What follows belongs to an exercise in optimizing a design on an open flow for small area, a short achievable clock period and few clock cycles; a production flow would make more cautious choices.
RTL that was checked went through simulation tests only; none was proved equivalent to the original.
Power and IR drop assume default switching activity.

Setup of old:
Design dem_decoder, start of the top module:
module dem_decoder (
    input  wire        clk,
    input  wire        rst,         
    input  wire        start,
    input  wire [15:0] in_len,      
    input  wire [15:0] out_cap,     
    output wire        busy,
    output reg         done,
    output wire        fail,
    output wire [15:0] out_len,     
    input  wire        in_valid,
    input  wire [31:0] in_data,
    output wire        in_ready,
    output wire        out_valid,
    output wire [31:0] out_data,
    input  wire        out_ready
);
Size: about 1200 cells after synthesis, ~11000 sq um of cells after synthesis.
Settings: LEC_CHECK=0, CAP_MARGIN=20, CORE_MARGIN=2, CORE_UTILIZATION=40, SETUP_SLACK_MARGIN=3, SLEW_MARGIN=20; clock period 8.0 ns.
run.sh (not shown) runs the stock make flow with config.mk's settings and CLKGATE_MAP_FILE= SYNTH_SCRIPT=/design/flow/synth_recipe.tcl, a recipe that flattens the netlist after the stock synthesis.
--- input diff old..new ---
--- a/flow/config.mk
+++ b/flow/config.mk
@@ -11 +10,0 @@
-export SETUP_SLACK_MARGIN = 3
Compared with old, new has less setup slack. On new: hold slack is 5.2 ps higher than what old gave. When new is set beside old, its final cycle utilization of the critical path turns out to be 8.7 points larger.
Function was not checked in any run of this note: the RTL went through the layout flow alone.

---

## run 1
The RTL this note starts from:
==> flow/design.v <==
module dem_decoder (
    input  wire        clk,
    input  wire        rst,         
    input  wire        start,
    input  wire [15:0] in_len,      
    input  wire [15:0] out_cap,     
    output wire        busy,
    output reg         done,
    output wire        fail,
    output wire [15:0] out_len,     
    input  wire        in_valid,
    input  wire [31:0] in_data,
    output wire        in_ready,
    output wire        out_valid,
    output wire [31:0] out_data,
    input  wire        out_ready
);
    localparam [2:0] T_OUT  = 3'd0, T_ZERO = 3'd1, T_D4  = 3'd2, T_D8  = 3'd3,
                     T_D12  = 3'd4, T_D16  = 3'd5, T_D24 = 3'd6, T_D32 = 3'd7;
    localparam [1:0] S_IDLE = 2'd0, S_RUN = 2'd1, S_FIN = 2'd2;
    reg  [1:0]  state;
    reg  [15:0] rem;         
    reg  [2:0]  c_r;         
    reg         rhz;         
    reg  [13:0] capr;        
    reg         capz;        
    reg  [13:0] outw;        
    reg         bad;         
    reg  [2:0]  rtype;       
    reg  [8:0]  rcnt;        
    reg         inr;         
    reg         last;        
    reg         lenp;        
    reg         ph;          
    reg         dv;          
    reg         dout;        
    reg         dadd;        
    reg  [31:0] dlt;         
    reg         ov;          
    reg         oflag;       
    reg  [31:0] prev;        
    reg  [31:0] A, B;
    reg         Av, Bv;
    reg  [1:0]  p;
    reg  [31:0] W;           
    always @(*) begin
        case (p)
            2'd0:    W = A;
            2'd1:    W = {B[7:0],  A[31:8]};
            2'd2:    W = {B[15:0], A[31:16]};
            default: W = {B[23:0], A[31:24]};
        endcase
    end
    wire ge2 = Av & (Bv | (p != 2'd3));
    wire ge3 = Av & (Bv | ~p[1]);
    wire ge4 = Av & (Bv | (p == 2'd0));
    wire run      = (state == S_RUN);
    wire is_delta = rtype[2] | rtype[1];
    wire in_rec   = inr;
    wire [7:0] req = {8{rhz}} & (8'd1 << rem[2:0]);
    wire [7:0] rsh = req >> c_r;
    wire z0 = rsh[0];
    wire z1 = rsh[1];
    wire z2 = rsh[2];
    wire z3 = rsh[3];
    reg [31:0] delta;
    reg        sentinel;
    reg        fneed;        
    reg        fpast;        
    reg [2:0]  fc;           
    reg        mrg;          
    always @(*) begin
        delta    = 32'd0;
        sentinel = 1'b0;
        fneed    = 1'b1;
        fpast    = 1'b0;
        fc       = 3'd0;
        mrg      = 1'b1;
        case (rtype)
            T_D4: begin
                if (ph) begin
                    delta    = {{28{W[7]}}, W[7:4]};
                    sentinel = (W[7:4] == 4'h8);
                end else begin
                    delta    = {{28{W[3]}}, W[3:0]};
                    sentinel = (W[3:0] == 4'h8);
                end
                fneed = Av;
                fpast = z0;
                fc    = {2'b00, ph | last};
            end
            T_D8: begin
                delta    = {{24{W[7]}}, W[7:0]};
                sentinel = (W[7:0] == 8'h80);
                fneed    = Av;
                fpast    = z0;
                fc       = 3'd1;
            end
            T_D12: begin
                if (ph) begin
                    delta    = {{20{W[15]}}, W[15:4]};
                    sentinel = (W[15:4] == 12'h800);
                end else begin
                    delta    = {{20{W[11]}}, W[11:0]};
                    sentinel = (W[11:0] == 12'h800);
                end
                fneed = ge2;
                fpast = z0 | z1;
                fc    = (ph | last) ? 3'd2 : 3'd1;
            end
            T_D16: begin
                delta    = {{16{W[15]}}, W[15:0]};
                sentinel = (W[15:0] == 16'h8000);
                fneed    = ge2;
                fpast    = z0 | z1;
                fc       = 3'd2;
            end
            T_D24: begin
                delta    = {{8{W[23]}}, W[23:0]};
                sentinel = (W[23:0] == 24'h80_0000);
                fneed    = ge3;
                fpast    = z0 | z1 | z2;
                fc       = 3'd3;
                mrg      = 1'b0;
            end
            T_D32: begin
                delta    = W;
                sentinel = (W == 32'h8000_0000);
                fneed    = ge4;
                fpast    = z0 | z1 | z2 | z3;
                fc       = 3'd4;
                mrg      = 1'b0;
            end
            default: ;
        endcase
    end
    wire        oget   = ~ov | out_ready;
    wire        w_bad  = run & inr & (fpast | capz);
    wire        emit_w = run & inr & ~fpast & ~capz & fneed;   
    wire        hmode  = run & ~inr;
    reg  [7:0]  Hf;
    reg         havf, rendf;                             
    always @(*) begin
        case (fc[1:0])
            2'd0:    begin Hf = W[7:0];   havf = Av;  rendf = z0; end
            2'd1:    begin Hf = W[15:8];  havf = ge2; rendf = z1; end
            default: begin Hf = W[23:16]; havf = ge3; rendf = z2; end
        endcase
    end
    wire        hok_e  = last & mrg & ~rendf & havf;    
    wire        end_e  = last & mrg & rendf;            
    wire        hok_h  = ~lenp & ~z0 & Av;              
    wire [7:0]  H      = inr ? Hf : W[7:0];
    wire        hext   = (H[4:0] == 5'd0);
    wire        h_ok   = inr ? (emit_w & hok_e) : (hmode & hok_h);
    wire        s_end  = inr ? (emit_w & end_e) : (hmode & ~lenp & z0);
    wire        l_miss = hmode & lenp & z0;              
    wire        l_ok   = hmode & lenp & ~z0 & Av;
    wire        emit_l = l_ok & ~is_delta & ~capz & oget;
    wire        emit   = emit_w | emit_l;
    wire        adv    = ~inr | oget;
    wire [2:0]  c = (emit_w ? fc : 3'd0) + {2'd0, h_ok | l_ok};
    wire [2:0]  pf   = {1'b0, p} + fc;
    wire        xw   = hok_e ? (pf >= 3'd3) : pf[2];     
    wire        xh   = (p == 2'd3);                      
    wire        exh  = inr ? (emit_w & xw) : (hmode & ~z0 & Av & xh);
    assign busy      = (state != S_IDLE);
    assign in_ready  = run & ~Bv;
    assign out_valid = ov;
    assign out_data  = oflag ? 32'h8000_0000 : prev;
    assign fail      = bad;
    assign out_len   = bad ? 16'd0 : {outw, 2'b00};
    wire [2:0]  pc    = {1'b0, p} + c;
    wire [8:0]  len32 = {1'b0, W[7:0]} + 9'd32;
    wire [8:0]  len31 = {1'b0, W[7:0]} + 9'd31;
    wire [15:0] rem_n = rem - {13'd0, c_r};
    always @(posedge clk) begin
        if (in_ready && in_valid) begin
            B  <= in_data;
            Bv <= 1'b1;
        end
        if (!Av) begin
            if (Bv) begin
                A  <= B;
                Av <= 1'b1;
                Bv <= 1'b0;
            end
            p <= 2'd0;
        end else if (adv) begin
            if (exh) begin
                if (Bv) begin
                    A  <= B;
                    Bv <= 1'b0;
                end else begin
                    Av <= 1'b0;
                end
            end
            p <= pc[1:0];
        end
        rem <= rem_n;
        rhz <= (rem_n[15:3] == 13'd0);
        c_r <= adv ? c : 3'd0;
        if (oget) begin
            ov    <= dv;
            oflag <= dout;
            if (dadd)
                prev <= prev + dlt;
        end
        if (adv) begin
            if (oget) begin
                dv   <= emit;
                dout <= emit & ((rtype == T_OUT) | (is_delta & sentinel));
                dadd <= emit_w & is_delta & ~sentinel;
                dlt  <= delta;
            end
            if (emit) begin
                outw <= outw + 14'd1;
                capr <= capr - 14'd1;
            end
            capz <= emit ? (capr == 14'd1) : (capr == 14'd0);
            if (emit_w) begin
                rcnt <= rcnt - 9'd1;
                inr  <= ~last;
                last <= (rcnt == 9'd2);
                ph   <= ~ph;
            end
            if (h_ok) begin
                rtype <= H[7:5];
                lenp  <= hext;
                ph    <= 1'b0;
                if (!hext) begin
                    rcnt <= {4'd0, H[4:0]};
                    inr  <= 1'b1;
                    last <= (H[4:0] == 5'd1);
                end
            end
            if (l_ok) begin
                rcnt <= emit_l ? len31 : len32;
                inr  <= 1'b1;
                last <= 1'b0;
                lenp <= 1'b0;
            end
        end
        done <= 1'b0;
        case (state)
            S_IDLE: begin
                if (start) begin
                    rem   <= in_len;
                    c_r   <= 3'd0;
                    rhz   <= (in_len[15:3] == 13'd0);
                    capr  <= out_cap[15:2];
                    capz  <= (out_cap[15:2] == 14'd0);
                    outw  <= 14'd0;
                    prev  <= 32'd0;
                    bad   <= 1'b0;
                    rcnt  <= 9'd0;
                    inr   <= 1'b0;
                    lenp  <= 1'b0;
                    Av    <= 1'b0;
                    Bv    <= 1'b0;
                    state <= S_RUN;
                end
            end
            S_RUN: begin
                if (w_bad || l_miss) begin
                    bad   <= 1'b1;
                    state <= S_FIN;
                end else if (s_end && adv) begin
                    state <= S_FIN;
                end
            end
            default: begin
                if (oget && !dv) begin
                    done  <= 1'b1;
                    state <= S_IDLE;
                end
            end
        endcase
        if (rst) begin
            state <= S_IDLE;
            done  <= 1'b0;
            ov    <= 1'b0;
            dv    <= 1'b0;
            dadd  <= 1'b0;
            Bv    <= 1'b0;
        end
    end
endmodule
clock: 8.0 ns
lec_check: 0
cap_margin: 20
core_margin: 2
core_utilization: 60
cts_buf_list: sky130_fd_sc_hd__clkbuf_16
cts_cluster_diameter: 80
cts_cluster_size: 30
setup_slack_margin: 5
slew_margin: 20
standard.sh (not shown) runs the stock make flow with config.mk's settings and CLKGATE_MAP_FILE= SYNTH_SCRIPT=/design/flow/synth_recipe.tcl, a recipe that flattens the netlist after the stock synthesis.
==> flow/flow/run.sh <==
#!/bin/bash
# The standard layout, with the port buffers made from the smallest buffer cell.
set -euo pipefail
bash standard.sh 'BUFFER_PORTS_ARGS=-buffer_cell sky130_fd_sc_hd__buf_1' finish > standard_flow.log 2>&1
Testbench counts of run 1, summed over its fixed seeds: cycles 38,900.
Setup changes, run 1 to run 2
- clearing CTS_BUF_LIST, which used to be sky130_fd_sc_hd__clkbuf_16
- clearing CTS_CLUSTER_DIAMETER, which used to be 80
- swapping 60 for 40 in CORE_UTILIZATION
- clearing CTS_CLUSTER_SIZE, which used to be 30
Findings:
In the metrics for run 1 and run 2, the one carrying the higher switching part of the total power is run 1.
Higher cell area was reported by run 2, not run 1.
On number of endpoints failing setup at the final stage, run 1 and run 2 are basically level.
For run 3, these inputs were changed with respect to run 2:
- CTS_CLUSTER_DIAMETER: unset -> 80
- CTS_CLUSTER_SIZE: unset -> 30
- CTS_BUF_LIST: unset -> sky130_fd_sc_hd__clkbuf_16
Diff run 3..run 2 | share of synthesized cell area in full adder, half adder and majority cells | unchanged. Run 3: aggregate global-route resource usage is 0.17 points lower than what run 2 reported. Looking only at area of all placed cells without fillers, and setting everything else aside, the lower value of run 3 and run 2 goes to run 3. Between run 3 and run 2, the difference in worst-margin pin slew is negligible. Wire length: run 3 and run 2 compared, lower one is run 2. Run 3: PASS, flow complete, no timing, DRC or antenna violations.

-- re-timing with driven ports --
How much do the figures lean on ideal ports? The routed layouts below were timed once more, with nothing changed but the port constraints.
Step 1, drivers: a clkbuf_16 drives clk and a buf_2 each remaining input, both assumed.
Step 2 adds t to the input delays and takes it off the output delays; t is the mean of the earliest and latest rising clock arrival at the registers after step 1. Input paths then give back, and output paths get back, about the clock's delay inside the block.
Slacks: no drivers / after step 1 / after step 2; pairs: no drivers / after step 1.
| run | shift t [ns] | setup slack, ns | latest minus earliest clock arrival (ns) | cell pins on the clock port's net |
|---|---|---|---|---|
| old | 0.477 | 3.146 / 3.171 / 2.694 | 0.013 / 0.014 | 1 |
| new | 0.484 | 2.451 / 2.476 / 1.991 | 0.013 / 0.013 | 1 |
| run 1 | 0.528 | 4.655 / 4.655 / 4.469 | 0.029 / 0.028 | 1 |
| run 2 | 0.575 | 4.768 / 4.768 / 4.556 | 0.013 / 0.013 | 1 |
| run 3 | 0.540 | 4.756 / 4.756 / 4.455 | 0.037 / 0.038 | 1 |
After both steps every run listed still meets setup and hold. For new, which loses most, drivers alone change the setup slack by +0.025 ns; drivers and shift together by -0.460 ns.
